This design comes from an exercise in tuning for small area on the open sky130 flow, not from production work. Function was checked by simulation only, so behaviour that the tests miss may differ from the original. Power and IR drop assume default switching activity.

**constraint.sdc**
```tcl
create_clock -name core_clock -period 20.0 [get_ports {clk}]
set_input_delay 4.0000 -clock core_clock [delete_from_list [all_inputs] [get_ports {clk}]]
set_output_delay 4.0000 -clock core_clock [all_outputs]
set_load 0.01 [all_outputs]
```
**run.sh**
```bash
#!/bin/bash
# synth_recipe.tcl (not shown) runs the flow's synth.tcl, then flattens the netlist and writes it again
# the make line also repeats each setting of config.mk as NAME=value (left out here)
make -C /OpenROAD-flow-scripts/flow DESIGN_CONFIG=/design/flow/config.mk WORK_HOME=/design/flow/orfs CLKGATE_MAP_FILE= SYNTH_SCRIPT=/design/flow/synth_recipe.tcl finish
```
**config.mk**
```make
export PLATFORM = sky130hd
export DESIGN_NAME = globe_core
export DESIGN_NICKNAME = globe_core
export VERILOG_FILES = /design/flow/design.v
export SDC_FILE = /design/flow/constraint.sdc
export NUM_CORES = 4
export LEC_CHECK = 0
export CAP_MARGIN = 20
export CORE_MARGIN = 2
export CORE_UTILIZATION = 40
export SLEW_MARGIN = 20
```
**design.v**
```verilog
module globe_core (
    input  wire         clk,
    input  wire         rst,               
    input  wire         connected,
    input  wire         cmd_valid,
    input  wire [31:0]  cmd,
    input  wire [31:0]  now,
    output wire         cmd_ready,         
    output reg          indicator,
    output reg  [15:0]  pwm_duty,
    output reg          pwm_we,            
    output reg  [239:0] leds,              
    output reg          led_flush,         
    output reg          begin_accepting    
);
    localparam [31:0] TICK_Q = 32'd500;
    localparam [23:0] C_RED    = 24'hFF0000;
    localparam [23:0] C_GREEN  = 24'h00FF00;
    localparam [23:0] C_BLUE   = 24'h0000FF;
    localparam [23:0] C_PURPLE = 24'hB400FF;
    localparam [23:0] C_YELLOW = 24'hFF9600;
    localparam [23:0] C_AQUA   = 24'h32FFFF;
    localparam [23:0] C_BLACK  = 24'h000000;
    localparam [1:0] L_START = 2'd0, L_WAIT = 2'd1, L_CONN = 2'd2;
    localparam [2:0] R_IDLE = 3'd0, R_PRIME = 3'd1, R_UP = 3'd2, R_DOWN = 3'd3, R_DONE = 3'd4;
    localparam [7:0] B_UP = 8'd0, B_DOWN = 8'd1, B_LEFT = 8'd2, B_RIGHT = 8'd3,
                     B_B1 = 8'd4, B_B2 = 8'd5, B_B3 = 8'd6, B_B4 = 8'd7;
    function [15:0] duty_of_step(input [6:0] n);
        reg [16:0] d;
        begin
            d = {n[6:0], 10'd0} - 17'd1;
            duty_of_step = (n == 7'd0) ? 16'd0 : d[15:0];
        end
    endfunction
    function [15:0] ramp_duty(input [6:0] pct);
        reg [22:0] prod;
        reg [22:0] q;
        begin
            prod = 23'd65535 * {16'd0, pct};
            q = prod / 23'd100;
            ramp_duty = q[15:0];
        end
    endfunction
    reg [23:0] cur_color;
    reg [6:0]  step_n;
    reg        mode;           
    reg [2:0]  ramp_state;
    reg [5:0]  ramp_i;
    reg [31:0] last_tick;
    reg        last_valid;
    reg [1:0]  link_state;
    reg [23:0]  n_color;
    reg [6:0]   n_step;
    reg [15:0]  n_duty;
    reg [239:0] n_leds;
    reg         n_ind;
    reg         n_mode;
    reg [2:0]   n_rstate;
    reg [5:0]   n_i;
    reg [31:0]  n_last;
    reg         n_lvalid;
    reg [1:0]   n_link;
    reg         n_pwm_we;
    reg         n_flush;
    reg         n_begin;
    wire [7:0]  tag     = cmd[31:24];
    wire [7:0]  btn_id  = cmd[15:8];
    wire        pressed = cmd[0];
    wire        is_color  = (tag == 8'h01);
    wire        is_button = (tag == 8'h02);
    assign cmd_ready = (link_state == L_CONN) && connected && cmd_valid;
    wire [32:0] next_tick = {1'b0, last_tick} + {1'b0, TICK_Q};
    wire        gate      = !last_valid || ({1'b0, now} >= next_tick);
    integer k;
    reg [6:0] pct;
    reg [3:0] led_idx;
    reg [5:0] i_div5;
    always @* begin
        n_color  = cur_color;
        n_step   = step_n;
        n_duty   = pwm_duty;
        n_leds   = leds;
        n_ind    = indicator;
        n_mode   = mode;
        n_rstate = ramp_state;
        n_i      = ramp_i;
        n_last   = last_tick;
        n_lvalid = last_valid;
        n_link   = link_state;
        n_pwm_we = 1'b0;
        n_flush  = 1'b0;
        n_begin  = 1'b0;
        pct      = 7'd0;
        led_idx  = 4'd0;
        i_div5   = 6'd0;
        case (link_state)
            L_START: begin
                n_leds[23:0] = C_BLACK;
                n_flush = 1'b1;
                n_begin = 1'b1;
                n_link  = L_WAIT;
            end
            L_WAIT: begin
                if (connected) begin
                    n_leds[23:0] = C_BLUE;
                    n_flush = 1'b1;
                    n_link  = L_CONN;
                end
            end
            L_CONN: begin
                if (!connected) begin
                    n_leds[23:0] = C_BLACK;
                    n_flush = 1'b1;
                    n_begin = 1'b1;
                    n_link  = L_WAIT;
                end else begin
                    if (cmd_valid) begin
                        n_ind = is_button && pressed;
                        if (is_color) begin
                            n_color = cmd[23:0];
                            for (k = 0; k < 10; k = k + 1) n_leds[24*k +: 24] = cmd[23:0];
                        end else if (is_button && btn_id <= B_B4) begin
                            if (pressed) begin
                                case (btn_id)
                                    B_UP: if (step_n < 7'd64) begin
                                        for (k = 0; k < 10; k = k + 1) n_leds[24*k +: 24] = cur_color;
                                        n_step   = step_n + 7'd1;
                                        n_duty   = duty_of_step(step_n + 7'd1);
                                        n_pwm_we = 1'b1;
                                    end
                                    B_DOWN: if (step_n > 7'd0) begin
                                        for (k = 0; k < 10; k = k + 1) n_leds[24*k +: 24] = cur_color;
                                        n_step   = step_n - 7'd1;
                                        n_duty   = duty_of_step(step_n - 7'd1);
                                        n_pwm_we = 1'b1;
                                    end
                                    B_LEFT: begin
                                        n_color = C_YELLOW;
                                        for (k = 0; k < 10; k = k + 1) n_leds[24*k +: 24] = C_YELLOW;
                                        n_step   = 7'd0;
                                        n_duty   = 16'd0;
                                        n_pwm_we = 1'b1;
                                    end
                                    B_RIGHT: begin
                                        n_color = C_YELLOW;
                                        for (k = 0; k < 10; k = k + 1) n_leds[24*k +: 24] = C_YELLOW;
                                        n_step   = 7'd32;
                                        n_duty   = 16'd32767;
                                        n_pwm_we = 1'b1;
                                    end
                                    B_B1: begin
                                        n_mode   = 1'b1;
                                        n_rstate = R_PRIME;
                                    end
                                    B_B2: begin
                                        n_color = C_GREEN;
                                        for (k = 0; k < 10; k = k + 1) n_leds[24*k +: 24] = C_GREEN;
                                    end
                                    B_B3: begin
                                        n_color = C_BLUE;
                                        for (k = 0; k < 10; k = k + 1) n_leds[24*k +: 24] = C_BLUE;
                                    end
                                    default: begin  
                                        n_color = C_PURPLE;
                                        for (k = 0; k < 10; k = k + 1) n_leds[24*k +: 24] = C_PURPLE;
                                    end
                                endcase
                            end else if (btn_id == B_UP || btn_id == B_DOWN) begin
                                for (k = 0; k < 10; k = k + 1) n_leds[24*k +: 24] = C_RED;
                            end
                        end
                    end
                    if (gate) begin
                        if (n_mode) begin
                            case (n_rstate)
                                R_PRIME: begin
                                    for (k = 0; k < 10; k = k + 1) n_leds[24*k +: 24] = C_AQUA;
                                    n_duty   = 16'd32767;
                                    n_pwm_we = 1'b1;
                                    n_i      = 6'd0;
                                    n_rstate = R_UP;
                                end
                                R_UP: begin
                                    if (n_i < 6'd50) begin
                                        pct      = 7'd50 + {1'b0, n_i};
                                        i_div5   = n_i / 6'd5;
                                        led_idx  = i_div5[3:0];
                                        n_duty   = ramp_duty(pct);
                                        n_pwm_we = 1'b1;
                                        n_leds[24*led_idx +: 24] = C_RED;
                                        n_i      = n_i + 6'd1;
                                    end
                                    if (n_i >= 6'd50) begin
                                        n_i      = 6'd0;
                                        n_rstate = R_DOWN;
                                    end
                                end
                                R_DOWN: begin
                                    if (n_i < 6'd50) begin
                                        pct      = 7'd100 - {1'b0, n_i};
                                        i_div5   = n_i / 6'd5;
                                        led_idx  = 4'd9 - i_div5[3:0];
                                        n_duty   = ramp_duty(pct);
                                        n_pwm_we = 1'b1;
                                        n_leds[24*led_idx +: 24] = C_AQUA;
                                        n_i      = n_i + 6'd1;
                                    end
                                    if (n_i >= 6'd50) begin
                                        n_rstate = R_DONE;
                                    end
                                end
                                R_DONE: begin
                                    n_duty   = 16'd0;
                                    n_pwm_we = 1'b1;
                                    for (k = 0; k < 10; k = k + 1) n_leds[24*k +: 24] = n_color;
                                    n_mode   = 1'b0;
                                    n_rstate = R_IDLE;
                                    n_i      = 6'd0;
                                end
                                default: ;
                            endcase
                        end
                        n_last   = now;
                        n_lvalid = 1'b1;
                    end
                end
            end
            default: ;
        endcase
    end
    always @(posedge clk) begin
        if (rst) begin
            cur_color       <= C_PURPLE;
            step_n          <= 7'd0;
            pwm_duty        <= 16'd0;
            leds            <= 240'd0;
            indicator       <= 1'b0;
            mode            <= 1'b0;
            ramp_state      <= R_IDLE;
            ramp_i          <= 6'd0;
            last_tick       <= 32'd0;
            last_valid      <= 1'b0;
            link_state      <= L_START;
            pwm_we          <= 1'b0;
            led_flush       <= 1'b0;
            begin_accepting <= 1'b0;
        end else begin
            cur_color       <= n_color;
            step_n          <= n_step;
            pwm_duty        <= n_duty;
            leds            <= n_leds;
            indicator       <= n_ind;
            mode            <= n_mode;
            ramp_state      <= n_rstate;
            ramp_i          <= n_i;
            last_tick       <= n_last;
            last_valid      <= n_lvalid;
            link_state      <= n_link;
            pwm_we          <= n_pwm_we;
            led_flush       <= n_flush;
            begin_accepting <= n_begin;
        end
    end
endmodule
```
==> summary.txt <==
Slew Limit Fails 0; Seq. cell area a little under 0.007 mm²; CTS Hold Buffers Added 0; Worst Tran Pin Value 1.34 ns; P&R area growth vs syn 13.6%; RSZ-0062 raised after global routing false; #FFs+latches synth about 340; Arrival @ worst endpoint ~19 ns; I/O Buffers between 300 and 400; Crit path top cell by count inv_1; antenna viol nets, final 0; min Tclk post-route approximately 19 ns; worst-path maximum fanout 16; synth unique cells ~130; clk sinks 336; Vias/cell slightly below 7; number of flops mapped to enable cells by yosys 0; initial antenna violation count 12; top cell family by delay on the critical path compound AO/OA/AOI/OAI gates; mapped cell area 0.0420 mm²; WHS 0.486 ns; Net Count, Synth 6796; post-CTS resize count 0; clk slew on worst S/H paths roughly 0.05 ns; Main synth FF type dfxtp_1; Final Hold Fails 0; critical setup path kind flop to flop; initial core utilization 40.4%; period utilization about 93%; die area roughly 0.11 mm²; Final setup viols 0; Hold WC Path Type flop to flop; # Max-Cap Violations 0; outcome complete, no violations; max_slew headroom approximately a tenth; worst endpoint required time around 21 ns; GPL Wtd Cong about 1.1; WL final approximately 220000 µm; skew final 0.0569 ns; DRT iter0 DRCs between 9000 and 10000; clock root buffer master clkbuf_16; PwrDens approximately 37 mW/mm²; vias in the first global route a little under 50000; final net count ~6800; Total GRT Usage between 30% and 40%; synthesized instance count between 6000 and 7000; drt drc 0; Avg Inst Size Synth roughly 6.4 µm²; area of the multi-input gates ~0.033 mm²; largest net degree at the start of global routing 167; clk latency of the worst-skew pair approximately 0.67 ns; CTS tree done; critical path launch point type flop; post-route setup TNS 0 ns; total gr overflow 0; Max clock buf depth 3; postcts setup bufs 0; # IOs around 330; DIE WIDTH about 330 µm; HPWL Detailed approximately 160000 µm; routed via count 55056; CTS buffer count 44; TritonRoute pass-1 iters 7; Slowest-stage cell, CP a31oi_2; VDD IR max about 0.059 mV; Yosys Warn Count 1; Rows 118; core region area about 0.10 mm²; Leakage 17.1 nW; crit end category flop; worst path buffer plus inverter count 5; fillcell total 10900; most frequent cells in the layout a21oi_1 (1031), nand2_1 (896), o21ai_0 (724); first-pass GRT wire length between 300000 and 400000 µm; Crit path largest cell delay 0.77 ns; share of cells above drive strength 1 4.97%; routed len/inst between 20 and 30 µm; commonest non-fill, non-tap cell in the layout a21oi_1; Seq/Total Area, Yosys 16.0%; DIE HEIGHT roughly 330 µm; post-synthesis async set-or-reset flop share 0%; f_max 53.6 MHz; H-Tree Depth 2
## layer usage
metal	part of all wire [%]	wire length (µm)	GRT usage, %	up-vias
li1	-	-	-	24257
met1	38	85500	50.7	25766
met2	41	91300	56.9	4084
met3	14	30700	13.2	939
met4	6.8	15100	22.4	10
met5	0.032	71	0	-
## registers in the layout, summed over array words and instances, names as in the netlist, 2 cells and up
name and cells:
leds 240, last_tick 32, cur_color 24, pwm_duty 16
step_n 7, ramp_i 6, ramp_state 3, link_state 2
## Yosys cell counts, types with 51 or more instances
master,count,area share [%]
a221oi_1,150,3.1
a21o_1,81,1.4
mux2i_1,63,1.5
a211oi_1,105,1.9
o211ai_1,126,2.3
nor2_1,700,6.3
nand2_1,902,8.1
o21ai_0,724,8.6
xor2_1,51,1.1
nand2b_1,71,1.1
clkbuf_1,408,3.7
a21oi_1,1034,12
nor3_1,130,1.6
nand3_1,102,1.2
a31oi_1,53,0.79
inv_1,166,1.5
dfxtp_1,336,16
xnor2_1,76,1.6
ha_1,145,4.3
o221ai_1,61,1.3
o22ai_1,92,1.4
a22oi_1,126,2.3
## worst register-to-register path: cells and delay by family, from the launching register on
kind | cells | cell delay [ns]
AO/OA/AOI/OAI | 28 | 8.40
XOR/XNOR | 5 | 1.67
adder cells (fa/ha/maj) | 7 | 3.13
buffers and inverters | 5 | 0.90
flip-flops | 1 | 0.75
multiplexers | 2 | 0.76
AND/OR/NAND/NOR | 10 | 2.91
## power by group
part | internal [mW] | total (mW) | switching [mW]
clock network | 0.474 | 0.850 | 0.376
logic | 0.0637 | 0.205 | 0.141
registers | 0.681 | 0.699 | 0.0183
## final timing paths
path | from | endpoint | slack (ns) | depth (start not counted)
worst max register to register | ramp_i[1]$_SDFFE_PP0P_ | pwm_duty[0]$_SDFFE_PP0P_ | 1.35 | 57
worst min-delay path | leds[86]$_SDFFE_PP0P_ | leds[86]$_SDFFE_PP0P_ | 0.49 | 2
worst max-delay path | ramp_i[1]$_SDFFE_PP0P_ | pwm_duty[0]$_SDFFE_PP0P_ | 1.35 | 57
worst min register to register | leds[86]$_SDFFE_PP0P_ | leds[86]$_SDFFE_PP0P_ | 0.49 | 2
## metrics by stage
step	setup WS [ns]	cell area, µm²	util, %	total power, mW	cells
2_1_floorplan	4.37	42000	-	0.820	6540
3_3_place_gp	1.65	46100	44.5	0.906	7876
3_5_place_dp	1.66	46100	44.5	0.907	7876
4_1_cts	1.57	47600	45.9	1.74	7954
5_1_grt	0.0868	47700	45.9	1.79	7958
6_report	1.35	47700	45.9	1.75	7966
## cell type report
type	count	share of cell area, %
clock buffers	66	2.80
diodes	8	0.0420
well taps	1380	3.62
repair buffers	444	8.78
multi-input cells	5551	69.0
inverters	169	1.33
flip-flops and latches	336	14.1
clock inverters	12	0.262
## cell families after synthesis
| kind of cell | count (synthesis) | synth area share [%] |
|---|---|---|
| XOR/XNOR | 135 | 2.99 |
| buffers and inverters | 653 | 6.00 |
| adder cells (fa/ha/maj) | 197 | 6.60 |
| AO/OA/AOI/OAI | 2958 | 43.9 |
| flip-flops | 336 | 16.0 |
| AND/OR/NAND/NOR | 2186 | 22.6 |
| multiplexers | 75 | 1.85 |

## re-timing with driven ports
The results above use ideal ports. As a check the final layout listed here was re-extracted and re-timed, cells and wires unchanged.
Step 1: set_driving_cell puts a clkbuf_16 on clk and a buf_2 on each other input, an assumption about the parent block.
Step 2 adds t to the input delays and takes it off the output delays; t is the mean of the earliest and latest rising clock arrival at the registers after step 1. Input paths then give back, and output paths get back, about the clock's delay inside the block.
a / b / c = ideal ports / drivers / drivers and shift; a / b = the first two.
t (ns): 0.715
setup WS [ns]: 1.345 / 1.345 / 1.345
hold WS [ns]: 0.486 / 0.486 / 0.486
worst setup path after step 2: register to register
worst slew at a driven data input, ns: 0.06
After both steps setup and hold are still met in this run. For this run, drivers alone change the setup slack by 0.000 ns; drivers and shift together by 0.000 ns.
